What follows belongs to an exercise in optimizing a design on an open flow for small area; a production flow would make more cautious choices. The RTL was checked by simulation tests, not by an equivalence proof against the original design. The clock cells of runs 7 and 8 come from the design's own scripts or RTL, not from TritonCTS. No driver is modelled on the clock port, so clock power and skew are understated where the tree is cut down; a real chip needs a root buffer or a tree. Power and IR drop assume default switching activity.

**flow/design.v**
```verilog
module rc5_classifier #(
    parameter DW  = 27,
    parameter T   = 900,
    parameter TOL = 270
) (
    input  wire [DW-1:0] dur,
    output wire          is_ok,     
    output wire          is_long
);
    wire in_short = (dur >= T - TOL)     && (dur < T + TOL);
    wire in_long  = (dur >= 2 * T - TOL) && (dur < 2 * T + TOL);
    assign is_ok   = in_short | in_long;
    assign is_long = in_long;
endmodule
module rc5_resolver (
    input  wire rising,
    input  wire last,
    input  wire is_long,
    output wire commit,
    output wire inval
);
    wire x = rising ^ last ^ is_long;
    assign commit = x;
    assign inval  = ~x & ~(rising & last & ~is_long);
endmodule
module rc5_accumulator #(
    parameter W = 32
) (
    input  wire         clk,
    input  wire         clear,      
    input  wire         load_d,
    input  wire         commit,     
    input  wire         set_err,    
    input  wire         nbit_in,    
    output reg  [W-1:0] nq
);
    wire a = clear | commit;
    wire b = clear | ~commit;
    always @(posedge clk) begin
        nq[0]     <= clear ? 1'b0 : commit ? nbit_in : (nq[0] | set_err);
        nq[1]     <= clear ? ~load_d : commit ? nq[0] : nq[1];
        nq[W-1:2] <= ({(W-2){a}} | nq[W-1:2]) & ({(W-2){b}} | nq[W-2:1]);
    end
endmodule
module rc5_dec (
    input  wire        clk,
    input  wire        rst,           
    input  wire        ev_valid,
    input  wire [31:0] ev_word,
    output wire        take_valid,
    output wire [31:0] take_data
);
    localparam W   = 32;
    localparam DW  = 27;
    localparam T   = 900;
    localparam TOL = 270;
    wire       valid      = ev_valid & ~rst;
    wire [3:0] op         = ev_word[31:28];
    wire       ev_dir     = ev_word[27];
    wire       no_operand = (ev_word[27:0] == 28'd0);
    wire ev_edge    = valid & (op == 4'h1);
    wire ev_timeout = valid & (op == 4'h2) & no_operand;
    wire ev_take    = valid & (op == 4'h3) & no_operand;
    wire ev_disable = valid & (op == 4'h4) & no_operand;
    wire ev_enable  = valid & (op == 4'h5) & no_operand;
    reg x;
    wire [W-1:0] nq;                
    wire ready = ~nq[W-1];
    wire r0    = ~nq[0];            
    wire r1    = ~nq[1];
    wire en    = ~(x & r0 & r1);
    wire is_ok, is_long;
    rc5_classifier #(.DW(DW), .T(T), .TOL(TOL)) u_classifier (
        .dur     (ev_word[DW-1:0]),
        .is_ok   (is_ok),
        .is_long (is_long)
    );
    wire r_commit, r_inval;
    rc5_resolver u_resolver (
        .rising  (ev_dir),
        .last    (r0),
        .is_long (is_long),
        .commit  (r_commit),
        .inval   (r_inval)
    );
    wire edge_n   = ev_edge & ~x & ~ready;
    wire edge_reset = (edge_n & ~is_ok) | (ev_edge & x & ~r0);
    wire commit   = edge_n & is_ok & r_commit;
    wire set_err  = edge_n & is_ok & r_inval;
    wire go_sync  = ev_edge & x & r0 & ~r1 & is_ok & ~ev_dir;
    wire to_idle = rst | edge_reset | (ev_timeout & en) | (ev_take & ready)
                   | ev_enable;
    wire clear   = to_idle | ev_disable;
    rc5_accumulator #(.W(W)) u_acc (
        .clk     (clk),
        .clear   (clear),
        .load_d  (ev_disable),
        .commit  (commit),
        .set_err (set_err),
        .nbit_in (ev_dir),
        .nq      (nq)
    );
    always @(posedge clk)
        x <= clear | set_err | (x & ~go_sync);
    assign take_valid = ready;
    assign take_data  = {1'b0, ~(nq[W-2:0] | {(W-1){nq[W-1]}})};
endmodule
```
**flow/flow/run.sh**
```bash
#!/bin/bash
# Own layout flow: the standard synthesis, then the combinational logic
# re-mapped for area (registers untouched), then the standard layout with
# the smallest buffer on the ports.
set -euo pipefail
WORK=$(pwd)
FLOWDIR=$WORK/flow
R=$WORK/orfs/results/$FLOW_PLATFORM/rc5_dec/base
LIB=$FLOW_HOME/platforms/sky130hd/lib/sky130_fd_sc_hd__tt_025C_1v80.lib
YOSYS=$(command -v yosys || echo /OpenROAD-flow-scripts/tools/install/yosys/bin/yosys)

bash standard.sh synth > $WORK/log_synth.txt 2>&1

cp $R/1_2_yosys.v $WORK/std_synth.v
best=""
best_area=""
for s in $FLOWDIR/abc_*.script; do
  n=$(basename $s .script)
  if FLOW_LIB=$LIB REMAP_IN=$WORK/std_synth.v REMAP_OUT=$WORK/remap_$n.v \
     REMAP_SCRIPT=$s REMAP_STAT=$WORK/remap_$n.stat \
     $YOSYS -c $FLOWDIR/remap.tcl > $WORK/log_remap_$n.txt 2>&1; then
    a=$(awk '/Chip area for top module/ {print $NF}' $WORK/remap_$n.stat)
    echo "$n $a" >> $WORK/remap_areas.txt
    if [[ -n "$a" ]] && { [[ -z "$best_area" ]] || awk -v a=$a -v b=$best_area 'BEGIN{exit !(a<b)}'; }; then
      best=$n; best_area=$a
    fi
  fi
done
echo "best $best $best_area" >> $WORK/remap_areas.txt
if [[ -n "$best" ]]; then
  cp $WORK/remap_$best.v $R/1_2_yosys.v
  rm -f $R/1_synth.odb
fi

export BUFFER_PORTS_ARGS="-buffer_cell sky130_fd_sc_hd__buf_1"
bash standard.sh > $WORK/log_layout.txt 2>&1
```
**flow/flow/abc_a2.script**
```
strash
&get -n
&fraig -x
&put
scorr
dc2
dretime
strash
&get -n
&dch -f
&nf -R 1000
&put
```
**flow/flow/abc_m1.script**
```
strash
&get -n
&nf -p -R 1000
&put
```
**flow/flow/abc_m3.script**
```
strash
map -a
```
**flow/flow/abc_m6.script**
```
strash
dc2
&get -n
&nf -p -R 1000
&put
```
**flow/flow/abc_s4.script**
```
strash
ifraig
dc2
dch -f
&get -n
&nf -p -R 1000 -F 8 -A 4 -a
&put
```
**flow/flow/remap.tcl**
```tcl
# Re-map the combinational logic of the standard synthesis netlist for area.
# Registers (and tie cells) keep their instances, names and cell types.
yosys -import
set lib $::env(FLOW_LIB)
set in $::env(REMAP_IN)
set out $::env(REMAP_OUT)
set scr $::env(REMAP_SCRIPT)
read_liberty -ignore_miss_func $lib
set keep {}
foreach m [split [string trim [tee -q -s result.string select -list =sky130_fd_sc_hd__df* =sky130_fd_sc_hd__conb_*]] "\n"] {
  setattr -mod -set keep_hierarchy 1 $m
}
read_verilog -defer $in
hierarchy -top rc5_dec
flatten
yosys rename -hide w:*.*
opt_clean -purge
abc -liberty $lib -script $scr -dont_use *lpflow* -dont_use *probe* -dont_use *clkdly* -dont_use *dlygate* -dont_use *dlymetal*
opt_clean -purge
splitnets
opt_clean -purge
tee -o $::env(REMAP_STAT) stat -liberty $lib
select -module rc5_dec
write_verilog -noattr -nohex -nodec -selected $out
```
**flow/standard.sh**
```bash
#!/bin/bash
# synth_recipe.tcl (not shown) runs the flow's synth.tcl, then flattens the netlist and writes it again
# the make line also repeats each setting of config.mk as NAME=value (left out here)
make -C /OpenROAD-flow-scripts/flow DESIGN_CONFIG=/design/flow/config.mk WORK_HOME=/design/flow/orfs CLKGATE_MAP_FILE= SYNTH_SCRIPT=/design/flow/synth_recipe.tcl "${@:-finish}"
```
**flow/config.mk**
```make
export PLATFORM = sky130hd
export DESIGN_NAME = rc5_dec
export DESIGN_NICKNAME = rc5_dec
export VERILOG_FILES = /design/flow/design.v
export SDC_FILE = /design/flow/constraint.sdc
export NUM_CORES = 4
export LEC_CHECK = 0
export CAP_MARGIN = 20
export CORE_MARGIN = 2
export CORE_UTILIZATION = 40
export SLEW_MARGIN = 20
```
**flow/constraint.sdc**
```tcl
create_clock -name core_clock -period 10.0 [get_ports {clk}]
set_input_delay 2.0000 -clock core_clock [delete_from_list [all_inputs] [get_ports {clk}]]
set_output_delay 2.0000 -clock core_clock [all_outputs]
set_load 0.01 [all_outputs]
```
==> results of run 1 <==
==> flow_summary.json, run 1 <==
{
  "outcome": "aborted with a tool error",
  "haltStage": "netlist read-in after synthesis (1_synth)",
  "firstError": "[ERROR STA-0171] /design/flow/orfs/results/sky130hd/rc5_dec/base/1_2_yosys.v line 120, syntax error",
  "yosys_warnings": 2
}
==> inputs of run 2 (changes only) <==
--- a/flow/flow/remap.tcl
+++ b/flow/flow/remap.tcl
@@ -9,3 +9,3 @@
 set keep {}
-foreach m [split [string trim [tee -q -s result.string select -list =sky130_fd_sc_hd__df* =sky130_fd_sc_hd__conb_*]] "\n"] {
+foreach m [split [string trim [tee -q -s result.string select -list =sky130_fd_sc_hd__*df* =sky130_fd_sc_hd__*dl*]] "\n"] {
   setattr -mod -set keep_hierarchy 1 $m
@@ -21,2 +21,4 @@
 opt_clean -purge
+hilomap -singleton -hicell sky130_fd_sc_hd__conb_1 HI -locell sky130_fd_sc_hd__conb_1 LO
+opt_clean -purge
 tee -o $::env(REMAP_STAT) stat -liberty $lib
==> run 2 against run 1 <==
Net effect: the run now finishes clean.
==> flow_summary.json, run 2 <==
{
  "report.final.slew_viol_count": 0,
  "dr.pass1.iters": 5,
  "rows": 21,
  "power_frac_comb_pct": 6.5,
  "fillerInstances": 363,
  "post_cts_buffers": 0,
  "pwr-share-seq_pct": 55.0,
  "area_delta_synth_final_pct": 28.6,
  "timing.fmax_mhz": 223,
  "power_density_mw_per_mm2": 133,
  "p_sw_uw": 52.2,
  "worst_pin_slew_ns": 0.579,
  "h-tree-depth": 2,
  "drtAntennaViolNets": 0,
  "fin_worst_skew_ns": 0.00386,
  "cts_buffer_depth": 2,
  "fin_setup_tns_ns": 0,
  "swShare_pct": 21.7,
  "grt_pass1_wl_mm": 5.44,
  "overflow": 0,
  "finalCriticalPeriod_ns": 4.49,
  "pwr-share-clk_pct": 38.4,
  "vias": 1428,
  "yosys_warnings": 2,
  "startpoint": "ev_word[3]",
  "design_area_sq_mm": 0.00181,
  "hold_viol_final": 0,
  "outcome": "complete, no violations",
  "n_antenna_cell": 0,
  "final_common_cell": "buf_1",
  "endpoint_kind": "flip-flop",
  "syn-num-nets": 191,
  "core-area_sq_mm": 0.00336,
  "finalSetupViolCount": 0,
  "critPathLaunchType": "input pin",
  "ctsResizeCount": 0,
  "cts_tree": "yes",
  "cts_root_buffer": "clkbuf_4",
  "cts_sinks": 33,
  "grt_start_max_net_pins": 32,
  "hold_class": "reg2reg",
  "hold_buffers": 0,
  "top_register": "u_acc.nq",
  "syn_area_per_cell_sq_um": 9.04,
  "die_area_sq_mm": 0.00402,
  "grt_use_total_pct": 17.1,
  "grt_pass1_vias": 1326,
  "fin_crit_sh_pct": 44.9,
  "rsz0062_at_grt": "false",
  "placed_cell_area_sq_mm": 0.00173,
  "slew_headroom_pct": 60.8,
  "dp_hpwl_mm": 2.34,
  "gp_congestion": 0.704,
  "p_int_uw": 189,
  "irDropWorstVdd_mv": 0.0687,
  "hp-start": "u_acc.nq[17]",
  "crit_type": "in2reg",
  "wl_mm": 3.20,
  "avgViaCountPerCell": 5.14,
  "die_h_um": 63.4,
  "io_buffers": 66,
  "clk_pin_slew_ns": 0.10,
  "dr.first_iter.drc_count": 54,
  "cts_inserted_buffers": 5,
  "post-route-drc-count": 0,
  "io_pins": 68,
  "wl_per_cell_um": 11.5,
  "largest_register_ffs": 32,
  "drive_gt1_share_pct": 4.31,
  "worstPathRequired_ns": 10.22,
  "crit_arrival_ns": 4.71,
  "synthCells": 156,
  "rr_startpoint": "u_acc.nq[1]",
  "p_leak_nw": 0.536,
  "most-common-layout-cells": "buf_1 (66), nor2_1 (42), dfxtp_1 (32)",
  "drv_cap": 0,
  "clock_latency_ns": 0.33,
  "antenna_found_initial": 0,
  "fp.dieW_um": 63.4,
  "cp_max_fo": 31,
  "synthesis.area_sq_mm": 0.00141,
  "top_regs": "u_acc.nq: 32 flops, x: 1 flops",
  "fin_nets": 266,
  "initial_core_util_pct": 41.9
}
run 2: power by group through the flow:
stage                     registers (mW)  logic [mW]  clock network [mW]
after floorplan                    0.135     0.00741                   0
after detailed placement           0.136      0.0155                   0
final                              0.132      0.0157              0.0925
after CTS                          0.132      0.0156              0.0962
after global placement             0.136      0.0148                   0
after global routing               0.133      0.0176               0.103
run 2: through the flow:
step / hold WS [ns] / worst slack, ns / instances / power, mW / utilization (%)
after floorplan: 0.460 / 4.74 / 156 / 0.143 / -
after global placement: 0.470 / 5.01 / 270 / 0.150 / 51.5
after detailed placement: 0.481 / 4.88 / 270 / 0.151 / 51.5
after CTS: 0.506 / 5.23 / 278 / 0.244 / 53.8
after global routing: 0.528 / 5.31 / 278 / 0.253 / 53.9
final: 0.501 / 5.51 / 278 / 0.241 / 53.9
run 2: final timing paths:
kind         slack [ns]            to  cells after the start
max                5.51   u_acc.nq[5]                     12
max reg2reg        7.68   u_acc.nq[5]                      7
min reg2reg        0.50  u_acc.nq[17]                      1
min                0.50  u_acc.nq[17]                      1
run 2: cell type report:
type                            instances  area (sq um)  area share, %
Multi-Input combinational cell        120           731           40.3
Sequential cell                        33           671           37.0
Clock buffer                            8          80.1           4.42
Inverter                                3          11.3          0.621
Timing Repair Buffer                   68           263           14.5
Tap cell                               46          57.6           3.17
run 2: worst max-delay path: stages:
cell	delay (ns)
buf_1	0.10
or3_1	0.40
a211o_1	0.30
nand2_1	0.06
nand3b_1	0.07
o21ai_0	0.33
nor2b_1	0.12
nor2_1	0.11
o31ai_1	0.08
a311o_1	0.35
nand2b_2	0.47
o22a_1	0.30
run 2: per-layer routing:
metal | global-route usage [%] | wire, um | vias to the layer above
met5 | 0 | 0 | -
li1 | - | - | 740
met1 | 18.9 | 1460 | 637
met3 | 7.32 | 239 | 6
met2 | 28.6 | 1460 | 45
met4 | 7.61 | 48 | 0
==> inputs of run 3 (changes only) <==
--- a/flow/config.mk
+++ b/flow/config.mk
@@ -10,2 +10,5 @@
 export CORE_UTILIZATION = 40
+export CTS_BUF_LIST = sky130_fd_sc_hd__clkbuf_8
+export CTS_CLUSTER_DIAMETER = 500
+export CTS_CLUSTER_SIZE = 50
 export SLEW_MARGIN = 20
==> run 3 against run 2 <==
Net effect: still clean on timing, DRC and antenna; sequential power barely moved; core utilization rose by 1.1 points; clock power rose by 35%; area after synthesis did not move; clock skew fell by 0.00054 ns; first-iteration DRC count fell by 11%; hold slack got worse by 0.0065 ns; register-to-register slack barely moved; critical path type unchanged; largest cell class unchanged; highest routed layer unchanged.
==> flow_summary.json, run 3 <==
{
  "wl_mm": 3.24,
  "rrSetupSlack_ns": 7.68,
  "endpoint_kind": "flip-flop",
  "grt_pass1_vias": 1328,
  "most-common-layout-cells": "buf_1 (66), nor2_1 (42), dfxtp_1 (32)",
  "die_area_sq_mm": 0.00402,
  "fp.dieW_um": 63.4,
  "initial_core_util_pct": 41.9,
  "io_buffers": 66,
  "finalSetupViolCount": 0,
  "cts_buffer_depth": 2,
  "fin_worst_skew_ns": 0.00332,
  "drv_cap": 0,
  "hold_viol_final": 0,
  "cp_max_fo": 31,
  "crit_arrival_ns": 4.72,
  "hold_class": "reg2reg",
  "placed_cell_area_sq_mm": 0.00173,
  "fin_crit_sh_pct": 45.5,
  "outcome": "complete, no violations",
  "final_common_cell": "buf_1",
  "holdWs_ns": 0.495,
  "ctsResizeCount": 0,
  "fin_nets": 266,
  "route.met3.wl_um": 246,
  "worstPathRequired_ns": 10.17,
  "wl_met1_mm": 1.48,
  "total_power_uw": 273,
  "n_antenna_cell": 0,
  "syn_area_per_cell_sq_um": 9.04,
  "wl_per_cell_um": 11.6,
  "hold_buffers": 0,
  "worst_pin_slew_ns": 0.593,
  "route.met2.wl_mm": 1.50,
  "grt_pass1_wl_mm": 5.43,
  "irDropWorstVdd_mv": 0.0795,
  "vias": 1428,
  "grt_start_max_net_pins": 32,
  "cts_inserted_buffers": 5,
  "io_pins": 68,
  "post-route-drc-count": 0,
  "yosys_warnings": 2,
  "finalCriticalPeriod_ns": 4.55,
  "clk_pin_slew_ns": 0.06,
  "top_layer": "met4",
  "critPathLaunchType": "input pin",
  "antenna_found_initial": 0,
  "slew_headroom_pct": 59.9,
  "cts_tree": "yes",
  "syn-num-nets": 191,
  "p_leak_nw": 0.555,
  "clock_latency_ns": 0.28,
  "cts_sinks": 33,
  "dr.pass1.iters": 5,
  "dr.first_iter.drc_count": 48,
  "h-tree-depth": 2,
  "core-area_sq_mm": 0.00336,
  "rsz0062_at_grt": "false",
  "avgViaCountPerCell": 5.14,
  "largest_register_ffs": 32,
  "area_delta_synth_final_pct": 31.1,
  "top_register": "u_acc.nq",
  "design_area_sq_mm": 0.00185,
  "dp_hpwl_mm": 2.34,
  "power_density_mw_per_mm2": 148,
  "crit_type": "in2reg",
  "grt_use_total_pct": 16.9,
  "cts_root_buffer": "clkbuf_8",
  "drive_gt1_share_pct": 4.31,
  "fin_util_pct": 55.0,
  "drtAntennaViolNets": 0,
  "timing.fmax_mhz": 220,
  "gp_congestion": 0.704,
  "top_regs": "u_acc.nq: 32 flops, x: 1 flops",
  "synthCells": 156,
  "report.final.slew_viol_count": 0,
  "fin_setup_tns_ns": 0,
  "post_cts_buffers": 0,
  "overflow": 0,
  "synthesis.area_sq_mm": 0.00141,
  "rows": 21,
  "die_h_um": 63.4
}
==> run 3: layout make-up <==
type / count / area, sq um
fillers: 360 / 1510
multi-input cells: 120 / 731
flip-flops and latches: 33 / 671
repair buffers: 68 / 263
clock buffers: 6 / 82.6
well taps: 46 / 57.6
clock inverters: 2 / 33.8
inverters: 3 / 11.3
==> run 3: where the power goes <==
part	switching, mW	internal, mW
clock	0.0450	0.0801
combinational	0.00910	0.00665
sequential	0.000252	0.132
==> run 3: routing by layer <==
| layer | track usage [%] | vias up |
|---|---|---|
| li1 | - | 739 |
| met1 | 19.1 | 637 |
| met2 | 28.2 | 50 |
| met3 | 6.79 | 2 |
| met4 | 6.79 | 0 |
| met5 | 0 | - |
==> run 3: final timing paths <==
| path | from | endpoint | cells past startpoint |
|---|---|---|---|
| worst max-delay path | ev_word[3] | u_acc.nq[5] | 12 |
| worst min-delay path | u_acc.nq[22] | u_acc.nq[22] | 1 |
| worst max register to register | u_acc.nq[1] | u_acc.nq[5] | 7 |
| worst min register to register | u_acc.nq[22] | u_acc.nq[22] | 1 |
==> run 3: through the flow <==
stage | worst slack (ns) | cells
5_1_grt | 5.25 | 278
6_report | 5.45 | 278
3_3_place_gp | 5.01 | 270
2_1_floorplan | 4.74 | 156
4_1_cts | 5.17 | 278
3_5_place_dp | 4.88 | 270
==> run 3: critical path, stage by stage <==
cell      delay [ns]
buf_1           0.10
or3_1           0.40
a211o_1         0.30
nand2_1         0.06
nand3b_1        0.07
o21ai_0         0.33
nor2b_1         0.12
nor2_1          0.11
o31ai_1         0.08
a311o_1         0.35
nand2b_2        0.47
o22a_1          0.30
==> inputs of run 4 (changes only) <==
--- a/flow/flow/run.sh
+++ b/flow/flow/run.sh
@@ -1,5 +1,11 @@
 #!/bin/bash
-# Own layout flow: the standard synthesis, then the combinational logic
-# re-mapped for area (registers untouched), then the standard layout with
-# the smallest buffer on the ports.
+# Own layout flow:
+#  1. the standard synthesis (standard.sh synth), unchanged;
+#  2. its combinational logic re-mapped for area with a few ABC scripts
+#     (registers, their names and cell types untouched); each result is
+#     proven equal to the standard netlist and the smallest is kept;
+#  3. the standard floorplan and placement, with the smallest buffer
+#     on the ports;
+#  4. a one-buffer clock tree (cts.tcl) in place of ORFS's CTS step;
+#  5. the standard routing and finishing.
 set -euo pipefail
@@ -10,2 +16,3 @@
 YOSYS=$(command -v yosys || echo /OpenROAD-flow-scripts/tools/install/yosys/bin/yosys)
+OPENROAD=$(command -v openroad || echo /OpenROAD-flow-scripts/tools/install/OpenROAD/bin/openroad)
 
@@ -14,2 +21,3 @@
 cp $R/1_2_yosys.v $WORK/std_synth.v
+python3 $FLOWDIR/cutff.py $WORK/std_synth.v $WORK/eq_gold.v gold
 best=""
@@ -20,3 +28,7 @@
      REMAP_SCRIPT=$s REMAP_STAT=$WORK/remap_$n.stat \
-     $YOSYS -c $FLOWDIR/remap.tcl > $WORK/log_remap_$n.txt 2>&1; then
+     $YOSYS -c $FLOWDIR/remap.tcl > $WORK/log_remap_$n.txt 2>&1 \
+     && ! grep -q "assign" $WORK/remap_$n.v \
+     && python3 $FLOWDIR/cutff.py $WORK/remap_$n.v $WORK/eq_gate_$n.v gate \
+     && FLOW_LIB=$LIB EQ_GOLD=$WORK/eq_gold.v EQ_GATE=$WORK/eq_gate_$n.v \
+        $YOSYS -c $FLOWDIR/eqcheck.tcl > $WORK/log_eq_$n.txt 2>&1; then
     a=$(awk '/Chip area for top module/ {print $NF}' $WORK/remap_$n.stat)
@@ -26,2 +38,4 @@
     fi
+  else
+    echo "$n failed" >> $WORK/remap_areas.txt
   fi
@@ -35,2 +49,7 @@
 export BUFFER_PORTS_ARGS="-buffer_cell sky130_fd_sc_hd__buf_1"
+bash standard.sh place > $WORK/log_place.txt 2>&1
+
+RESULTS=$R LIB=$LIB FLOW_HOME=$FLOW_HOME CLK_BUF=${CLK_BUF:-sky130_fd_sc_hd__clkbuf_8} CLK_NBUF=${CLK_NBUF:-2} \
+  $OPENROAD -no_init -exit $FLOWDIR/cts.tcl > $WORK/log_cts.txt 2>&1
+
 bash standard.sh > $WORK/log_layout.txt 2>&1
==> flow/flow/abc_n4.script (new file) <==
strash
&get -n
&deepsyn -T 20
&nf -p -R 1000
&put
==> flow/flow/abc_n6.script (new file) <==
strash
dc2
dch -f
&get -n
&nf -p -R 1000
&put
==> flow/flow/cts.tcl (new file) <==
# Clock tree: one clock buffer, placed at the centre of the registers,
# drives every register clock pin.  Replaces ORFS's 4_1_cts step.
set R $::env(RESULTS)
read_liberty $::env(LIB)
read_db $R/3_place.odb
read_sdc $R/3_place.sdc
source $::env(FLOW_HOME)/platforms/sky130hd/setRC.tcl

set block [ord::get_db_block]
set dbu [$block getDbUnitsPerMicron]
set nbuf $::env(CLK_NBUF)
set clk_net [$block findNet clk]
set sinks {}
foreach it [$clk_net getITerms] {
  set inst [$it getInst]
  set bb [$inst getBBox]
  lappend sinks [list [expr {([$bb xMin] + [$bb xMax]) / 2.0 / $dbu}] \
                      [expr {([$bb yMin] + [$bb yMax]) / 2.0 / $dbu}] \
                      [$inst getName]/[[$it getMTerm] getName]]
}
puts "clock sinks: [llength $sinks]"
# split the sinks into nbuf groups of equal size by x, one buffer per group
set sinks [lsort -real -index 0 $sinks]
set n [llength $sinks]
for {set g 0} {$g < $nbuf} {incr g} {
  set lo [expr {$g * $n / $nbuf}]
  set hi [expr {($g + 1) * $n / $nbuf - 1}]
  set grp [lrange $sinks $lo $hi]
  set sx 0.0
  set sy 0.0
  set pins {}
  foreach s $grp {
    set sx [expr {$sx + [lindex $s 0]}]
    set sy [expr {$sy + [lindex $s 1]}]
    lappend pins [get_pins [lindex $s 2]]
  }
  set k [llength $grp]
  insert_buffer -buffer_cell $::env(CLK_BUF) -net clk -load_pins $pins \
    -location [list [expr {$sx / $k}] [expr {$sy / $k}]] \
    -buffer_name clkbuf_$g -net_name clknet_$g
}
foreach i [$block getInsts] {
  if { [string match clkbuf_* [$i getName]] } {
    foreach it [$i getITerms] {
      set net [$it getNet]
      if { $net != "NULL" } { $net setSigType CLOCK; puts "clock net [$net getName]" }
    }
  }
}
set_propagated_clock [all_clocks]
detailed_placement
estimate_parasitics -placement
report_clock_skew
repair_timing -verbose
detailed_placement
check_placement -verbose
report_checks -path_delay min_max
write_db $R/4_1_cts.odb
write_sdc -no_timestamp $R/4_cts.sdc
==> flow/flow/cutff.py (new file) <==
"""Cut the registers of a flat gate-level netlist into ports, so that two
netlists with the same registers can be compared combinationally.
usage: cutff.py IN OUT MODNAME"""
import re, sys
src, dst, name = sys.argv[1:4]
t = open(src).read()
cell = re.compile(r'\n\s*(sky130_fd_sc_hd__\w*df\w*)\s+(\\\S+\s|\S+)\s*\((.*?)\);', re.S)
ports, body = [], []
def key(inst):
    return re.sub(r'[^A-Za-z0-9_]', '_', inst.strip().lstrip('\\'))
def repl(m):
    typ, inst, pins = m.group(1), m.group(2), m.group(3)
    k = key(inst)
    out = []
    for p, net in re.findall(r'\.(\w+)\s*\(([^()]*)\)', pins):
        net = net.strip()
        if p in ('Q', 'Q_N'):
            ports.append(f'input ffq_{k}_{p}')
            out.append(f'  assign {net} = ffq_{k}_{p} ;')
        elif p != 'CLK':
            ports.append(f'output ffd_{k}_{p}')
            out.append(f'  assign ffd_{k}_{p} = {net} ;')
    return '\n' + '\n'.join(out)
t = cell.sub(repl, t)
m = re.search(r'module\s+rc5_dec\s*\((.*?)\);', t, re.S)
ports.sort()
newhdr = 'module ' + name + '(' + m.group(1) + ', ' + ', '.join(p.split()[1] for p in ports) + ');\n' + \
         '\n'.join('  ' + p + ';' for p in ports)
t = t[:m.start()] + newhdr + t[m.end():]
open(dst, 'w').write(t)
==> flow/flow/eqcheck.tcl (new file) <==
# Check that a re-mapped netlist matches the standard synthesis netlist:
# both have the same registers (cut into ports by cutff.py), so prove the
# combinational logic equal.
yosys -import
set lib $::env(FLOW_LIB)
read_liberty -ignore_miss_func $lib
read_verilog $::env(EQ_GOLD)
read_verilog $::env(EQ_GATE)
hierarchy -check
flatten
opt_clean -purge
miter -equiv -flatten -make_assert gold gate miter
hierarchy -top miter
sat -verify -prove-asserts miter
--- a/flow/config.mk
+++ b/flow/config.mk
@@ -10,5 +10,2 @@
 export CORE_UTILIZATION = 40
-export CTS_BUF_LIST = sky130_fd_sc_hd__clkbuf_8
-export CTS_CLUSTER_DIAMETER = 500
-export CTS_CLUSTER_SIZE = 50
 export SLEW_MARGIN = 20
==> run 4 against run 3 <==
Net effect: clock power is 61% lower; routed wire length decreased by 4.4%; final cell count shrank 4.3%; clock skew up 0.00062 ns; critical path depth fell by 1; hold slack better by 0.0047 ns; count of clock-buffer cells in the layout shrank 4; synthesized cell count is 3.2% lower; core utilization is 3.1 points lower; global-route usage is 1.8 points lower; largest power group unchanged.
==> flow_summary.json, run 4 <==
{
  "endpoint_kind": "flip-flop",
  "top_regs": "u_acc.nq: 32 flops, x: 1 flops",
  "yosys_warnings": 2,
  "grt_pass1_wl_mm": 5.26,
  "wl_mm": 3.09,
  "fin_worst_skew_ns": 0.00394,
  "rows": 21,
  "drive_gt1_share_pct": 1.82,
  "grt_pass1_vias": 1263,
  "clock_latency_ns": 0.15,
  "path_buf_inv": 1,
  "top_register": "u_acc.nq",
  "crit_path_max_incr_delay_ns": 0.92,
  "synthCells": 151,
  "fin_nets": 257,
  "slew_headroom_pct": 28.2,
  "dr.pass1.iters": 4,
  "avgViaCountPerCell": 5.20,
  "gp_congestion": 0.922,
  "drv_cap": 0,
  "p_leak_nw": 0.507,
  "synthesis.area_sq_mm": 0.00139,
  "hp-start": "u_acc.nq[18]",
  "worstPathRequired_ns": 9.78,
  "clk_pin_slew_ns": 0.09,
  "area_delta_synth_final_pct": 24.7,
  "grt_start_max_net_pins": 36,
  "hold_class": "reg2reg",
  "io_pins": 68,
  "critPathLaunchType": "input pin",
  "die_h_um": 62.9,
  "most-common-layout-cells": "buf_1 (66), nor2_1 (39), dfxtp_1 (32)",
  "fillerInstances": 342,
  "die_area_sq_mm": 0.00396,
  "syn-num-nets": 186,
  "fin_setup_tns_ns": 0,
  "hold_viol_final": 0,
  "syn_area_per_cell_sq_um": 9.19,
  "whs_path_depth": 1,
  "n_antenna_cell": 0,
  "path_cells": "buf_1 > a21o_1 > nand2_1 > nor2_1 > nor3_1 > nor4b_1 > a41o_1 > nand3b_1 > nand2b_1 > nand2b_2 > nand2b_1",
  "irDropWorstVdd_mv": 0.0446,
  "antenna_found_initial": 0,
  "wl_per_cell_um": 11.6,
  "path_depth": 11,
  "cpMaxStageDelayCell": "nand2b_1",
  "pre_cts_ws_ns": 4.59,
  "drtAntennaViolNets": 0,
  "timing.fmax_mhz": 210,
  "dp_hpwl_mm": 2.25,
  "report.final.slew_viol_count": 0,
  "crit_type": "in2reg",
  "core-area_sq_mm": 0.00334,
  "rsz0062_at_grt": "false",
  "overflow": 0,
  "cp_max_fo": 32,
  "finalSetupViolCount": 0,
  "crit_arrival_ns": 4.53,
  "grt_use_total_pct": 15.1,
  "outcome": "complete, no violations",
  "fin_crit_sh_pct": 47.5,
  "finalCriticalPeriod_ns": 4.75,
  "worst_r2r_endpoint": "u_acc.nq[1]",
  "crit_family": "simple AND/OR/NAND/NOR gates",
  "power_density_mw_per_mm2": 114,
  "rr_startpoint": "u_acc.nq[31]",
  "finalWorstSetupSlack_ns": 5.25,
  "vias": 1382,
  "post-route-drc-count": 0,
  "reg2regPathDepth": 6,
  "rrSetupSlack_ns": 7.14,
  "worst_pin_slew_ns": 1.08,
  "dr.first_iter.drc_count": 39,
  "fp.dieW_um": 62.9,
  "crit_top_cell": "nand2b_1",
  "holdPathEnd": "u_acc.nq[18]",
  "initial_core_util_pct": 41.6,
  "holdWs_ns": 0.499,
  "final_common_cell": "buf_1",
  "io_buffers": 66,
  "largest_register_ffs": 32
}
## run 4: metrics by stage
| step | util, % | power (mW) | instances | instance area (sq um) |
|---|---|---|---|---|
| floorplan | - | 0.143 | 151 | 1390 |
| global placement | 51.0 | 0.151 | 264 | 1700 |
| finish | 51.9 | 0.197 | 266 | 1730 |
| detailed placement | 51.0 | 0.151 | 264 | 1700 |
| global route | 51.9 | 0.206 | 266 | 1730 |
## run 4: cell type report
class                           instances  area, sq um  area share [%]
Multi-Input combinational cell        115          708            40.9
Sequential cell                        33          671            38.8
Timing Repair Buffer                   67          255            14.8
Tap cell                               46         57.6            3.33
Clock buffer                            2         27.5            1.59
Inverter                                3         11.3           0.651
## run 4: layer usage
| layer | up-vias | wire length [um] | global-route usage, % |
|---|---|---|---|
| li1 | 713 | - | - |
| met1 | 620 | 1390 | 19.0 |
| met2 | 47 | 1530 | 29.3 |
| met3 | 2 | 154 | 0.541 |
| met4 | 0 | 21 | 1.39 |
| met5 | - | 0 | 0 |
## run 4: report_power, final
part	switching, mW	total [mW]	leakage, nW	internal, mW
sequential	0.000496	0.133	0.269	0.132
combinational	0.00893	0.0156	0.224	0.00668
clock	0.0303	0.0488	0.0144	0.0185
## run 4: worst max-delay path by stage
stage	startpoint	endpoint
after floorplan	ev_word[1]	u_acc.nq[10]
after global placement	ev_word[1]	u_acc.nq[8]
after detailed placement	ev_word[1]	u_acc.nq[10]
after global routing	ev_word[1]	u_acc.nq[0]
final	ev_word[1]	u_acc.nq[1]
==> inputs of run 5 (changes only) <==
--- a/flow/design.v
+++ b/flow/design.v
@@ -7,4 +7,5 @@
     output wire          is_ok,     
-    output wire          is_long
+    output wire          is_long    
 );
+    localparam LONG_SPLIT = 1280;
     wire in_short = (dur >= T - TOL)     && (dur < T + TOL);
@@ -12,3 +13,3 @@
     assign is_ok   = in_short | in_long;
-    assign is_long = in_long;
+    assign is_long = (dur >= LONG_SPLIT);
 endmodule
@@ -40,3 +41,3 @@
         nq[0]     <= clear ? 1'b0 : commit ? nbit_in : (nq[0] | set_err);
-        nq[1]     <= clear ? ~load_d : commit ? nq[0] : nq[1];
+        nq[1]     <= ((a | nq[1]) & (b | nq[0])) & ~load_d;
         nq[W-1:2] <= ({(W-2){a}} | nq[W-1:2]) & ({(W-2){b}} | nq[W-2:1]);
--- a/flow/flow/run.sh
+++ b/flow/flow/run.sh
@@ -22,5 +22,4 @@
 python3 $FLOWDIR/cutff.py $WORK/std_synth.v $WORK/eq_gold.v gold
-best=""
-best_area=""
-for s in $FLOWDIR/abc_*.script; do
+remap_one() {
+  s=$1
   n=$(basename $s .script)
@@ -33,11 +32,12 @@
         $YOSYS -c $FLOWDIR/eqcheck.tcl > $WORK/log_eq_$n.txt 2>&1; then
-    a=$(awk '/Chip area for top module/ {print $NF}' $WORK/remap_$n.stat)
-    echo "$n $a" >> $WORK/remap_areas.txt
-    if [[ -n "$a" ]] && { [[ -z "$best_area" ]] || awk -v a=$a -v b=$best_area 'BEGIN{exit !(a<b)}'; }; then
-      best=$n; best_area=$a
-    fi
+    echo "$n $(awk '/Chip area for top module/ {print $NF}' $WORK/remap_$n.stat)" > $WORK/remap_$n.area
   else
-    echo "$n failed" >> $WORK/remap_areas.txt
+    echo "$n failed" > $WORK/remap_$n.area
   fi
-done
+}
+export -f remap_one
+export WORK FLOWDIR LIB YOSYS
+ls $FLOWDIR/abc_*.script | xargs -P ${NUM_CORES:-4} -I{} bash -c 'remap_one {}'
+cat $WORK/remap_*.area > $WORK/remap_areas.txt
+read best best_area < <(awk '$2 != "failed"' $WORK/remap_areas.txt | sort -k2,2g -k1,1 | head -1) || true
 echo "best $best $best_area" >> $WORK/remap_areas.txt
==> flow/flow/abc_ds0.script (new file) <==
strash
&get -n
&deepsyn -T 20 -S 0
&nf -p -R 1000
&put
==> flow/flow/abc_ds1.script (new file) <==
strash
&get -n
&deepsyn -T 20 -S 1
&nf -p -R 1000
&put
==> flow/flow/abc_ds2.script (new file) <==
strash
&get -n
&deepsyn -T 20 -S 2
&nf -p -R 1000
&put
==> flow/flow/abc_ds3.script (new file) <==
strash
&get -n
&deepsyn -T 20 -S 3
&nf -p -R 1000
&put
==> flow/flow/abc_ds4.script (new file) <==
strash
&get -n
&deepsyn -T 20 -S 4
&nf -p -R 1000
&put
==> flow/flow/abc_ds5.script (new file) <==
strash
&get -n
&deepsyn -T 20 -S 5
&nf -p -R 1000
&put
==> flow/flow/abc_ds6.script (new file) <==
strash
&get -n
&deepsyn -T 20 -S 6
&nf -p -R 1000
&put
==> flow/flow/abc_w30.script (new file) <==
strash
&get -n
&dc2
&put
strash
&get -n
&nf -p -R 1000
&put
removed: flow/flow/abc_m1.script
removed: flow/flow/abc_m3.script
removed: flow/flow/abc_n4.script
removed: flow/flow/abc_s4.script
==> run 5 against run 4 <==
Net effect: largest power group unchanged; via count shrank 1.8%; flip-flop and latch count stayed put; worst setup slack got worse by 0.33 ns; critical path depth is 1 lower; register-to-register slack got worse by 0.58 ns; combinational power decreased by 14%.
==> flow_summary.json, run 5 <==
{
  "outcome": "complete, no violations",
  "n_antenna_cell": 0,
  "die_area_sq_mm": 0.00387,
  "design_area_sq_mm": 0.00169,
  "fillerInstances": 338,
  "area_delta_synth_final_pct": 24.7,
  "dp_hpwl_mm": 2.15,
  "wl_met1_mm": 1.34,
  "route.met2.wl_mm": 1.33,
  "largest_register_ffs": 32,
  "grt_start_max_net_pins": 35,
  "final_cells": 264,
  "hold_viol_final": 0,
  "worstPathRequired_ns": 10.07,
  "power_frac_comb_pct": 6.9,
  "fp.dieW_um": 62.2,
  "crit_type": "in2reg",
  "finalCriticalPeriod_ns": 5.08,
  "pwr-share-clk_pct": 25.4,
  "slew_headroom_pct": 30.6,
  "cp_max_fo": 33,
  "dr.first_iter.drc_count": 57,
  "grt_pass1_vias": 1218,
  "p_int_uw": 156,
  "fin_setup_tns_ns": 0,
  "grt_pass1_wl_mm": 4.93,
  "route.met3.wl_um": 204,
  "top_regs": "u_acc.nq: 32 flops, x: 1 flops",
  "core-area_sq_mm": 0.00328,
  "power_density_mw_per_mm2": 115,
  "drv_cap": 0,
  "io_pins": 68,
  "synthesis.area_sq_mm": 0.00136,
  "p_sw_uw": 38.9,
  "swShare_pct": 20.0,
  "yosys_warnings": 2,
  "wl_per_cell_um": 11.0,
  "placed_cell_area_sq_mm": 0.00166,
  "dr.pass1.iters": 4,
  "grt_use_total_pct": 14.3,
  "rows": 21,
  "hold_class": "reg2reg",
  "fin_nets": 255,
  "syn-num-nets": 185,
  "endpoint_kind": "flip-flop",
  "drive_gt1_share_pct": 1.38,
  "final_common_cell": "buf_1",
  "dpl.cell_count": 262,
  "critPathLaunchType": "input pin",
  "antenna_found_initial": 0,
  "crit_arrival_ns": 5.15,
  "wl_mm": 2.90,
  "rsz0062_at_grt": "false",
  "fin_worst_skew_ns": 0.00344,
  "gp_congestion": 0.777,
  "p_leak_nw": 0.470,
  "avgViaCountPerCell": 5.14,
  "worst_pin_slew_ns": 1.04,
  "report.final.slew_viol_count": 0,
  "io_buffers": 66,
  "post-route-drc-count": 0,
  "top_register": "u_acc.nq",
  "syn_area_per_cell_sq_um": 9.03,
  "clk_pin_slew_ns": 0.10,
  "fin_util_pct": 51.4,
  "synthCells": 150,
  "drtAntennaViolNets": 0,
  "initial_core_util_pct": 41.3,
  "irDropWorstVdd_mv": 0.0429,
  "clock_latency_ns": 0.15,
  "vias": 1357,
  "fin_crit_sh_pct": 50.8,
  "timing.fmax_mhz": 197,
  "finalSetupViolCount": 0,
  "pwr-share-seq_pct": 67.7,
  "most-common-layout-cells": "buf_1 (66), nor2_1 (39), dfxtp_1 (32)",
  "top_layer": "met4",
  "die_h_um": 62.2,
  "overflow": 0,
  "holdWs_ns": 0.501
}
[run 5: routing by layer]
layer	up-vias	track usage, %
met4	0	1.39
li1	701	-
met5	-	0
met2	62	26.8
met1	591	18.7
met3	3	0.725
[run 5: power groups by stage]
| stage | combinational (mW) | clock (mW) | sequential, mW |
|---|---|---|---|
| after global routing | 0.0153 | 0.0573 | 0.132 |
| after global placement | 0.0130 | 0 | 0.135 |
| final | 0.0134 | 0.0494 | 0.132 |
| after detailed placement | 0.0133 | 0 | 0.135 |
| after floorplan | 0.00594 | 0 | 0.135 |
[run 5: final timing paths]
path | start | endpoint | slack (ns) | cells after the start
hold reg to reg | u_acc.nq[21] | u_acc.nq[21] | 0.50 | 1
setup reg to reg | u_acc.nq[31] | u_acc.nq[1] | 6.56 | 6
hold / removal | u_acc.nq[21] | u_acc.nq[21] | 0.50 | 1
setup / recovery | ev_word[25] | u_acc.nq[1] | 4.92 | 10
[run 5: cell type report]
type | instances | area [sq um] | area share, %
Timing Repair Buffer | 66 | 248 | 14.7
Multi-Input combinational cell | 113 | 679 | 40.2
Clock buffer | 2 | 27.5 | 1.63
Inverter | 4 | 15.0 | 0.889
Tap cell | 46 | 57.6 | 3.41
Sequential cell | 33 | 662 | 39.2
[run 5: stage by stage]
stage	power (mW)	setup slack [ns]
3_3_place_gp	0.148	4.86
2_1_floorplan	0.141	5.51
5_1_grt	0.205	4.46
6_report	0.195	4.92
3_5_place_dp	0.148	4.75
[run 5: critical path, stage by stage]
cell and delay, ns:
buf_1 0.07, nor4_1 0.28, nand4_1 0.16, or2_0 0.27
o32a_1 0.19, mux2i_1 0.20, nand2_1 0.62, nand2_1 1.02
o22ai_1 0.19, a21oi_1 0.16
==> inputs of run 6 (changes only) <==
--- a/flow/flow/run.sh
+++ b/flow/flow/run.sh
@@ -51,3 +51,3 @@
 
-RESULTS=$R LIB=$LIB FLOW_HOME=$FLOW_HOME CLK_BUF=${CLK_BUF:-sky130_fd_sc_hd__clkbuf_8} CLK_NBUF=${CLK_NBUF:-2} \
+RESULTS=$R LIB=$LIB FLOW_HOME=$FLOW_HOME CLK_BUF=${CLK_BUF:-sky130_fd_sc_hd__clkbuf_16} CLK_NBUF=${CLK_NBUF:-1} \
   $OPENROAD -no_init -exit $FLOWDIR/cts.tcl > $WORK/log_cts.txt 2>&1
==> run 6 against run 5 <==
Net effect: routed wire length is 0.90% lower; area after synthesis did not move; final cell count fell by 0.38%; clock skew barely moved; die area did not move; combinational power about the same; design area decreased by 0.15%; global-route usage is 0.15 points lower; maximum frequency increased by 0.60%; first-iteration DRC count decreased by 11%; count of clock-buffer cells in the layout down 1; highest routed layer unchanged.
==> flow_summary.json, run 6 <==
{
  "die_area_sq_mm": 0.00387,
  "fin_crit_sh_pct": 50.5,
  "top_regs": "u_acc.nq: 32 flops, x: 1 flops",
  "fin_worst_skew_ns": 0.00362,
  "io_pins": 68,
  "holdPathEnd": "u_acc.nq[4]",
  "fp.dieW_um": 62.2,
  "rows": 21,
  "wl_mm": 2.87,
  "synthesis.area_sq_mm": 0.00136,
  "worst_pin_slew_ns": 1.03,
  "area_delta_synth_final_pct": 24.5,
  "drtAntennaViolNets": 0,
  "power_density_mw_per_mm2": 115,
  "avgViaCountPerCell": 5.14,
  "overflow": 0,
  "final_cells": 263,
  "vias": 1353,
  "p_leak_nw": 0.468,
  "reg2regPathDepth": 6,
  "finalCriticalPeriod_ns": 5.05,
  "pre_cts_ws_ns": 4.75,
  "hold_viol_final": 0,
  "cp_max_fo": 33,
  "grt_start_max_net_pins": 35,
  "grt_use_total_pct": 14.1,
  "io_buffers": 66,
  "hold_class": "reg2reg",
  "most-common-layout-cells": "buf_1 (66), nor2_1 (39), dfxtp_1 (32)",
  "initial_core_util_pct": 41.3,
  "die_h_um": 62.2,
  "dr.pass1.iters": 4,
  "wl_per_cell_um": 10.9,
  "synthCells": 150,
  "worstPathRequired_ns": 10.10,
  "fillerInstances": 337,
  "gp_congestion": 0.777,
  "multiInputGateArea_sq_um": 679,
  "dpl.cell_count": 262,
  "slew_headroom_pct": 31.1,
  "fin_setup_tns_ns": 0,
  "dp_hpwl_mm": 2.15,
  "syn-num-nets": 185,
  "final_common_cell": "buf_1",
  "timing.fmax_mhz": 198,
  "finalSetupViolCount": 0,
  "grt_pass1_wl_mm": 4.87,
  "rrSetupSlack_ns": 6.57,
  "grt_pass1_vias": 1211,
  "ff_latch_area_sq_um": 662,
  "syn_area_per_cell_sq_um": 9.03,
  "crit_type": "in2reg",
  "largest_register_ffs": 32,
  "irDropWorstVdd_mv": 0.0877,
  "rr_startpoint": "u_acc.nq[31]",
  "outcome": "complete, no violations",
  "report.final.slew_viol_count": 0,
  "drive_gt1_share_pct": 0.922,
  "finalWorstSetupSlack_ns": 4.95,
  "endpoint_kind": "flip-flop",
  "crit_arrival_ns": 5.14,
  "yosys_warnings": 2,
  "dr.first_iter.drc_count": 51,
  "hp-start": "u_acc.nq[4]",
  "critPathLaunchType": "input pin",
  "antenna_found_initial": 0,
  "whs_path_depth": 1,
  "clk_pin_slew_ns": 0.11,
  "fin_nets": 254,
  "clock_latency_ns": 0.17,
  "rsz0062_at_grt": "false",
  "worst_r2r_endpoint": "u_acc.nq[1]",
  "post-route-drc-count": 0,
  "core-area_sq_mm": 0.00328,
  "drv_cap": 0,
  "n_antenna_cell": 0,
  "top_register": "u_acc.nq"
}
==> run 6: cell count changes in the layout (fill, tap and decap cells not counted) <==
cell / delta
clkbuf_8: -2
clkbuf_16: +1
==> run 6: per-stage QoR <==
step	utilization (%)	total power [mW]	hold WS (ns)	area, sq um
finish	51.4	0.195	0.504	1690
floorplan	-	0.141	0.460	1360
global placement	50.6	0.148	0.474	1660
detailed placement	50.6	0.148	0.477	1660
global route	51.4	0.204	0.532	1690
==> run 6: cell type report <==
type / count / share of cell area (%)
Clock buffer: 1 / 1.48
Sequential cell: 33 / 39.2
Tap cell: 46 / 3.41
Multi-Input combinational cell: 113 / 40.3
Timing Repair Buffer: 66 / 14.7
Inverter: 4 / 0.890
==> run 6: worst max path at each step <==
| stage | from | end | slack (ns) |
|---|---|---|---|
| finish | ev_word[25] | u_acc.nq[1] | 4.95 |
| global placement | ev_word[18] | u_acc.nq[1] | 4.86 |
| global route | ev_word[18] | u_acc.nq[1] | 4.48 |
| detailed placement | ev_word[25] | u_acc.nq[1] | 4.75 |
| floorplan | ev_word[18] | u_acc.nq[1] | 5.51 |
==> run 6: worst max-delay path, cell delays in order <==
cell,delay (ns)
buf_1,0.07
nor4_1,0.28
nand4_1,0.16
or2_0,0.27
o32a_1,0.19
mux2i_1,0.20
nand2_1,0.62
nand2_1,1.01
o22ai_1,0.19
a21oi_1,0.16
==> run 6: report_power, final <==
part | switching, mW | leakage [nW] | internal (mW)
Sequential | 0.000356 | 0.267 | 0.132
Clock | 0.0306 | 0.0123 | 0.0187
Combinational | 0.00769 | 0.189 | 0.00572
==> run 6: layer usage <==
layer | track usage, % | part of all wire, % | wire [um]
met2 | 26.4 | 45 | 1290
met1 | 18.7 | 48 | 1370
met5 | 0 | 0 | 0
met4 | 1.39 | 0.94 | 27
met3 | 0.543 | 6.5 | 187
==> inputs of run 7 (changes only) <==
--- a/flow/flow/run.sh
+++ b/flow/flow/run.sh
@@ -51,3 +51,3 @@
 
-RESULTS=$R LIB=$LIB FLOW_HOME=$FLOW_HOME CLK_BUF=${CLK_BUF:-sky130_fd_sc_hd__clkbuf_16} CLK_NBUF=${CLK_NBUF:-1} \
+RESULTS=$R LIB=$LIB FLOW_HOME=$FLOW_HOME CLK_BUF=${CLK_BUF:-sky130_fd_sc_hd__clkbuf_16} CLK_NBUF=${CLK_NBUF:-0} CLK_INV1=${CLK_INV1:-sky130_fd_sc_hd__clkinv_1} CLK_INV2=${CLK_INV2:-sky130_fd_sc_hd__clkinv_8} \
   $OPENROAD -no_init -exit $FLOWDIR/cts.tcl > $WORK/log_cts.txt 2>&1
--- a/flow/flow/cts.tcl
+++ b/flow/flow/cts.tcl
@@ -21,2 +21,39 @@
 puts "clock sinks: [llength $sinks]"
+if { $nbuf == 0 } {
+  # an inverter pair: a small inverter at the clock port drives a large
+  # clock inverter at the centre of the registers, which drives every
+  # register clock pin (the registers see the clock's own polarity)
+  set sx 0.0
+  set sy 0.0
+  foreach s $sinks {
+    set sx [expr {$sx + [lindex $s 0]}]
+    set sy [expr {$sy + [lindex $s 1]}]
+  }
+  set cx [expr {int($sx / [llength $sinks] * $dbu)}]
+  set cy [expr {int($sy / [llength $sinks] * $dbu)}]
+  set db [ord::get_db]
+  set inv1 [odb::dbInst_create $block [$db findMaster $::env(CLK_INV1)] clkbuf_inv1]
+  set inv2 [odb::dbInst_create $block [$db findMaster $::env(CLK_INV2)] clkbuf_inv2]
+  set n1 [odb::dbNet_create $block clknet_mid]
+  set n2 [odb::dbNet_create $block clknet_0]
+  foreach it [$clk_net getITerms] {
+    $it disconnect
+    $it connect $n2
+  }
+  [$inv1 findITerm A] connect $clk_net
+  [$inv1 findITerm Y] connect $n1
+  [$inv2 findITerm A] connect $n1
+  [$inv2 findITerm Y] connect $n2
+  # the first inverter near the clock pin, the second at the registers' centre
+  set bt [lindex [$clk_net getBTerms] 0]
+  set bb [$bt getBBox]
+  set px [expr {([$bb xMin] + [$bb xMax]) / 2}]
+  set py [expr {([$bb yMin] + [$bb yMax]) / 2}]
+  set px [expr {($px + $cx) / 2}]
+  set py [expr {($py + $cy) / 2}]
+  $inv1 setLocation $px $py
+  $inv1 setPlacementStatus PLACED
+  $inv2 setLocation $cx $cy
+  $inv2 setPlacementStatus PLACED
+} else {
 # split the sinks into nbuf groups of equal size by x, one buffer per group
@@ -41,2 +78,3 @@
 }
+}
 foreach i [$block getInsts] {
==> run 7 against run 6 <==
Net effect: synthesized cell count is the same; core utilization shrank 0.15 points; routed wire length is 1.7% lower; highest routed layer is now met3; clock skew barely moved; hold slack gained 0.0014 ns; power fell by 3.5%; sequential power barely moved; via count grew 0.44%; first-iteration DRC count shrank 20%.
==> flow_summary.json, run 7 <==
{
  "outcome": "complete, no violations",
  "most-common-layout-cells": "buf_1 (66), nor2_1 (39), dfxtp_1 (32)",
  "grt_pass1_vias": 1210,
  "power_density_mw_per_mm2": 112,
  "synthCells": 150,
  "dp_hpwl_mm": 2.15,
  "hold_viol_final": 0,
  "io_buffers": 66,
  "top_register": "u_acc.nq",
  "fillerInstances": 336,
  "gp_congestion": 0.777,
  "yosys_warnings": 2,
  "grt_start_max_net_pins": 35,
  "top_regs": "u_acc.nq: 32 flops, x: 1 flops",
  "slew_headroom_pct": 31.3,
  "ff_latch_area_sq_um": 662,
  "io_pins": 68,
  "fin_setup_tns_ns": 0,
  "clock_latency_ns": 0.29,
  "overflow": 0,
  "post-route-drc-count": 0,
  "fin_worst_skew_ns": 0.00315,
  "pwr-share-clk_pct": 22.5,
  "multiInputGateArea_sq_um": 679,
  "drtAntennaViolNets": 0,
  "p_leak_nw": 0.464,
  "final_cells": 264,
  "dr.pass1.iters": 4,
  "finalWorstSetupSlack_ns": 5.08,
  "crit_arrival_ns": 5.13,
  "critPathLaunchType": "input pin",
  "swShare_pct": 24.3,
  "rrSetupSlack_ns": 6.58,
  "clk_pin_slew_ns": 0.12,
  "p_int_uw": 142,
  "irDropWorstVdd_mv": 0.0775,
  "largest_register_ffs": 32,
  "syn_area_per_cell_sq_um": 9.03,
  "endpoint_kind": "flip-flop",
  "grt_pass1_wl_mm": 4.85,
  "pre_cts_ws_ns": 4.75,
  "finalCriticalPeriod_ns": 4.92,
  "syn-num-nets": 185,
  "core-area_sq_mm": 0.00328,
  "synthesis.area_sq_mm": 0.00136,
  "worst_pin_slew_ns": 1.03,
  "grt_use_total_pct": 13.9,
  "pwr-share-seq_pct": 70.3,
  "die_area_sq_mm": 0.00387,
  "total_power_uw": 188,
  "rows": 21,
  "fin_crit_sh_pct": 49.2,
  "n_antenna_cell": 0,
  "wl_mm": 2.83,
  "p_sw_uw": 45.6,
  "worstPathRequired_ns": 10.21,
  "hold_class": "reg2reg",
  "timing.fmax_mhz": 203,
  "initial_core_util_pct": 41.3,
  "report.final.slew_viol_count": 0,
  "wl_per_cell_um": 10.7,
  "antenna_found_initial": 0,
  "crit_type": "in2reg",
  "final_common_cell": "buf_1",
  "area_delta_synth_final_pct": 24.1,
  "fp.dieW_um": 62.2,
  "finalSetupViolCount": 0,
  "cp_max_fo": 33,
  "avgViaCountPerCell": 5.15,
  "dr.first_iter.drc_count": 41,
  "die_h_um": 62.2,
  "rsz0062_at_grt": "false",
  "drv_cap": 0,
  "power_frac_comb_pct": 7.1,
  "drive_gt1_share_pct": 0.917,
  "fin_nets": 255,
  "dpl.cell_count": 262,
  "vias": 1359,
  "holdWs_ns": 0.505
}
## run 7: routing by layer
| metal | part of all wire [%] | global-route usage (%) | vias up |
|---|---|---|---|
| li1 | - | - | 702 |
| met1 | 48 | 18.6 | 599 |
| met2 | 46 | 26.4 | 58 |
| met3 | 6.3 | 0.543 | 0 |
| met4 | 0 | 0.556 | 0 |
| met5 | 0 | 0 | - |
## run 7: power by group through the flow
stage | clock network (mW) | registers (mW) | logic, mW
finish | 0.0423 | 0.132 | 0.0134
global placement | 0 | 0.135 | 0.0130
floorplan | 0 | 0.135 | 0.00594
global route | 0.0497 | 0.132 | 0.0153
detailed placement | 0 | 0.135 | 0.0133
## run 7: area by class of cell
type                       count  share of cell area [%]
sequential                    33                    39.4
tap                           46                    3.42
timing repair buffer          66                    14.7
multi-input combinational    113                    40.4
inverter                       6                    2.08
## run 7: final timing paths
check / cells past startpoint / startpoint / end
min: 1 / u_acc.nq[21] / u_acc.nq[21]
min reg2reg: 1 / u_acc.nq[21] / u_acc.nq[21]
max reg2reg: 6 / u_acc.nq[31] / u_acc.nq[1]
max: 10 / ev_word[25] / u_acc.nq[1]
## run 7: critical path, stage by stage
cell and delay [ns]:
buf_1 0.07, nor4_1 0.28, nand4_1 0.16, or2_0 0.27, o32a_1 0.19, mux2i_1 0.20, nand2_1 0.62, nand2_1 1.01
o22ai_1 0.19, a21oi_1 0.16
## run 7: through the flow
stage	cell area [sq um]	util, %
after floorplan	1360	-
after global placement	1660	50.6
after detailed placement	1660	50.6
after global routing	1680	51.2
final	1680	51.2
==> inputs of run 8 (changes only) <==
--- a/flow/flow/run.sh
+++ b/flow/flow/run.sh
@@ -8,3 +8,3 @@
 #     on the ports;
-#  4. a one-buffer clock tree (cts.tcl) in place of ORFS's CTS step;
+#  4. a two-inverter clock tree (cts.tcl) in place of ORFS's CTS step;
 #  5. the standard routing and finishing.
==> flow/flow/abc_f2.script (new file) <==
strash
&get -n
&deepsyn -T 20 -S 3
&if -K 4 -a
&mfs
&st
&dch
&nf -p -R 1000
&put
==> flow/flow/abc_f5.script (new file) <==
strash
&get -n
&deepsyn -T 20 -S 3
&put
dch -f
&get -n
&nf -p -R 1000 -E 10
&put
--- a/flow/flow/cts.tcl
+++ b/flow/flow/cts.tcl
@@ -1,3 +1,6 @@
-# Clock tree: one clock buffer, placed at the centre of the registers,
-# drives every register clock pin.  Replaces ORFS's 4_1_cts step.
+# Clock tree in place of ORFS's 4_1_cts step.  With CLK_NBUF = 0: a small
+# inverter near the clock port drives one large clock inverter at the centre
+# of the registers, which drives every register clock pin (so every register
+# sees the same clock arrival, in the clock's own polarity).  With
+# CLK_NBUF = n > 0: n clock buffers, one per group of registers.
 set R $::env(RESULTS)
==> run 8 against run 7 <==
Net effect: critical path depth did not move; worst setup slack improved by 0.33 ns; design area is 1.6% higher; area after synthesis about the same; hold slack better by 0.0020 ns; clock power up 6.9%; largest power group unchanged; critical endpoint unchanged; global-route usage rose by 1.9 points; sequential power about the same; combinational power increased by 4%.
==> flow_summary.json, run 8 <==
{
  "io_buffers": 66,
  "grtUsageMet3_pct": 0.906,
  "die_area_sq_mm": 0.00387,
  "power_frac_comb_pct": 7.3,
  "drtAntennaViolNets": 0,
  "endpoint_kind": "flip-flop",
  "rows": 21,
  "cp_max_fo": 32,
  "crit_path_max_incr_delay_ns": 0.84,
  "grt_pass1_vias": 1319,
  "syn_area_per_cell_sq_um": 9.03,
  "fin_util_pct": 52.0,
  "core-area_sq_mm": 0.00328,
  "rsz0062_at_grt": "false",
  "fin_nets": 256,
  "drive_gt1_share_pct": 1.37,
  "path_cells": "buf_1 > or3_1 > a211o_1 > a211oi_1 > o221ai_1 > mux2i_1 > nand2_1 > nand2_1 > o22ai_1 > a21oi_1",
  "hold_class": "reg2reg",
  "finalWorstSetupSlack_ns": 5.40,
  "grt_start_max_net_pins": 36,
  "clock_latency_ns": 0.33,
  "largest_register_ffs": 32,
  "finalSetupViolCount": 0,
  "fin_worst_skew_ns": 0.00378,
  "swShare_pct": 25.6,
  "irDropWorstVdd_mv": 0.0577,
  "ff_latch_area_sq_um": 662,
  "dp_hpwl_mm": 2.28,
  "whs_path_depth": 1,
  "yosys_warnings": 2,
  "post-route-drc-count": 0,
  "fp.dieW_um": 62.2,
  "clk_pin_slew_ns": 0.12,
  "critPathLaunchType": "input pin",
  "fillerInstances": 345,
  "wl_mm": 3.16,
  "gp_congestion": 0.859,
  "multiInputGateArea_sq_um": 682,
  "final_common_cell": "buf_1",
  "report.final.slew_viol_count": 0,
  "grt_pass1_wl_mm": 5.40,
  "outcome": "complete, no violations",
  "power_density_mw_per_mm2": 112,
  "finalCriticalPeriod_ns": 4.60,
  "timing.fmax_mhz": 218,
  "fin_crit_sh_pct": 46.0,
  "vias": 1372,
  "initial_core_util_pct": 41.2,
  "drv_cap": 0,
  "dpl.cell_count": 262,
  "busiest_layer": "met2",
  "rr_startpoint": "u_acc.nq[31]",
  "antenna_found_initial": 0,
  "top_register": "u_acc.nq",
  "pwr-share-clk_pct": 23.6,
  "most-common-layout-cells": "buf_1 (66), nor2_1 (35), dfxtp_1 (32)",
  "synthesis.area_sq_mm": 0.00135,
  "hp-start": "u_acc.nq[12]",
  "crit_arrival_ns": 4.86,
  "startpoint": "ev_word[1]",
  "dr.first_iter.drc_count": 61,
  "total_power_uw": 191,
  "io_pins": 68,
  "top_regs": "u_acc.nq: 32 flops, x: 1 flops",
  "worstPathRequired_ns": 10.26,
  "synthCells": 150,
  "final_cells": 265,
  "syn-num-nets": 185,
  "overflow": 0,
  "cpMaxStageDelayCell": "nand2_1",
  "dr.pass1.iters": 4,
  "grtUsageMet1_pct": 19.5,
  "grt_use_met2_pct": 31.4,
  "slew_headroom_pct": 33.1,
  "crit_type": "in2reg",
  "crit_top_cell": "nand2_1",
  "n_antenna_cell": 0,
  "area_delta_synth_final_pct": 26.2,
  "fin_setup_tns_ns": 0,
  "die_h_um": 62.2,
  "pwr-share-seq_pct": 69.1,
  "avgViaCountPerCell": 5.18,
  "p_leak_nw": 0.491,
  "p_int_uw": 142,
  "grt_use_total_pct": 15.8,
  "hold_viol_final": 0,
  "reg2regPathDepth": 5,
  "worst_pin_slew_ns": 1.00,
  "p_sw_uw": 49.0,
  "pre_cts_ws_ns": 4.46,
  "wl_per_cell_um": 11.9
}
[run 8: area by class of cell]
cell class / instances / share of cell area, %
flip-flops and latches: 33 / 38.8
well taps: 46 / 3.37
multi-input cells: 114 / 39.9
repair buffers: 67 / 16.1
inverters: 5 / 1.83
[run 8: worst paths after layout]
path / endpoint / slack (ns)
worst max-delay path: u_acc.nq[1] / 5.40
worst min-delay path: u_acc.nq[12] / 0.51
worst max register to register: u_acc.nq[1] / 7.41
worst min register to register: u_acc.nq[12] / 0.51
[run 8: per-layer routing]
| metal | wire length, um | part of all wire (%) |
|---|---|---|
| met5 | 0 | 0 |
| met4 | 9 | 0.28 |
| met3 | 133 | 4.2 |
| met2 | 1500 | 48 |
| met1 | 1510 | 48 |
[run 8: power by group through the flow]
| stage | Sequential [mW] | Combinational (mW) | Clock, mW |
|---|---|---|---|
| floorplan | 0.135 | 0.00587 | 0 |
| global placement | 0.135 | 0.0133 | 0 |
| detailed placement | 0.135 | 0.0137 | 0 |
| global route | 0.132 | 0.0157 | 0.0517 |
| finish | 0.132 | 0.0139 | 0.0452 |
[run 8: per-stage QoR]
stage | area, sq um | hold slack (ns)
after floorplan | 1350 | 0.460
after global placement | 1660 | 0.471
after detailed placement | 1660 | 0.479
after global routing | 1710 | 0.530
final | 1710 | 0.507
[run 8: worst max-delay path: cells and delay by family]
family          cells  cell delay (ns)
buf+inv             1             0.10
compound gates      5             1.02
simple gates        3             1.54
mux                 1             0.19

## port drivers added, routing unchanged
No port has a modelled driver above. Below, the same layouts with a new extraction and two added sets of constraints.
Step 1 sets driving cells, clkbuf_16 on the clock port and buf_2 on the other inputs (assumed; they add their load-dependent delay and slew).
Step 2 moves the port delays by t, midway between the first and last clock arrival at a register: inputs arrive t later, outputs are due t later. That takes back most of the time a late clock gives input paths.
a / b / c = no drivers / after step 1 / after step 2; a / b = the first two.
| run | t (ns) | slack for setup (ns) | hold WS [ns] | clock arrival spread, ns | worst data-port slew with drivers (ns) |
|---|---|---|---|---|---|
| run 2 | 0.349 | 5.512 / 5.513 / 5.164 | 0.501 / 0.501 / 0.501 | 0.004 / 0.004 | 0.03 |
| run 3 | 0.298 | 5.449 / 5.451 / 5.153 | 0.495 / 0.495 / 0.495 | 0.004 / 0.004 | 0.03 |
| run 4 | 0.181 | 5.249 / 5.250 / 5.069 | 0.499 / 0.499 / 0.499 | 0.004 / 0.004 | 0.03 |
| run 5 | 0.184 | 4.922 / 4.932 / 4.748 | 0.501 / 0.501 / 0.501 | 0.004 / 0.004 | 0.04 |
| run 6 | 0.197 | 4.952 / 4.957 / 4.761 | 0.504 / 0.504 / 0.504 | 0.003 / 0.003 | 0.04 |
| run 7 | 0.302 | 5.078 / 5.074 / 4.772 | 0.505 / 0.505 / 0.505 | 0.003 / 0.003 | 0.04 |
| run 8 | 0.344 | 5.404 / 5.401 / 5.057 | 0.507 / 0.507 / 0.507 | 0.004 / 0.004 | 0.04 |
After both steps setup and hold are still met in every run listed. The setup slack of run 2, which loses most, moves by +0.001 ns with the drivers and by -0.348 ns with both steps.
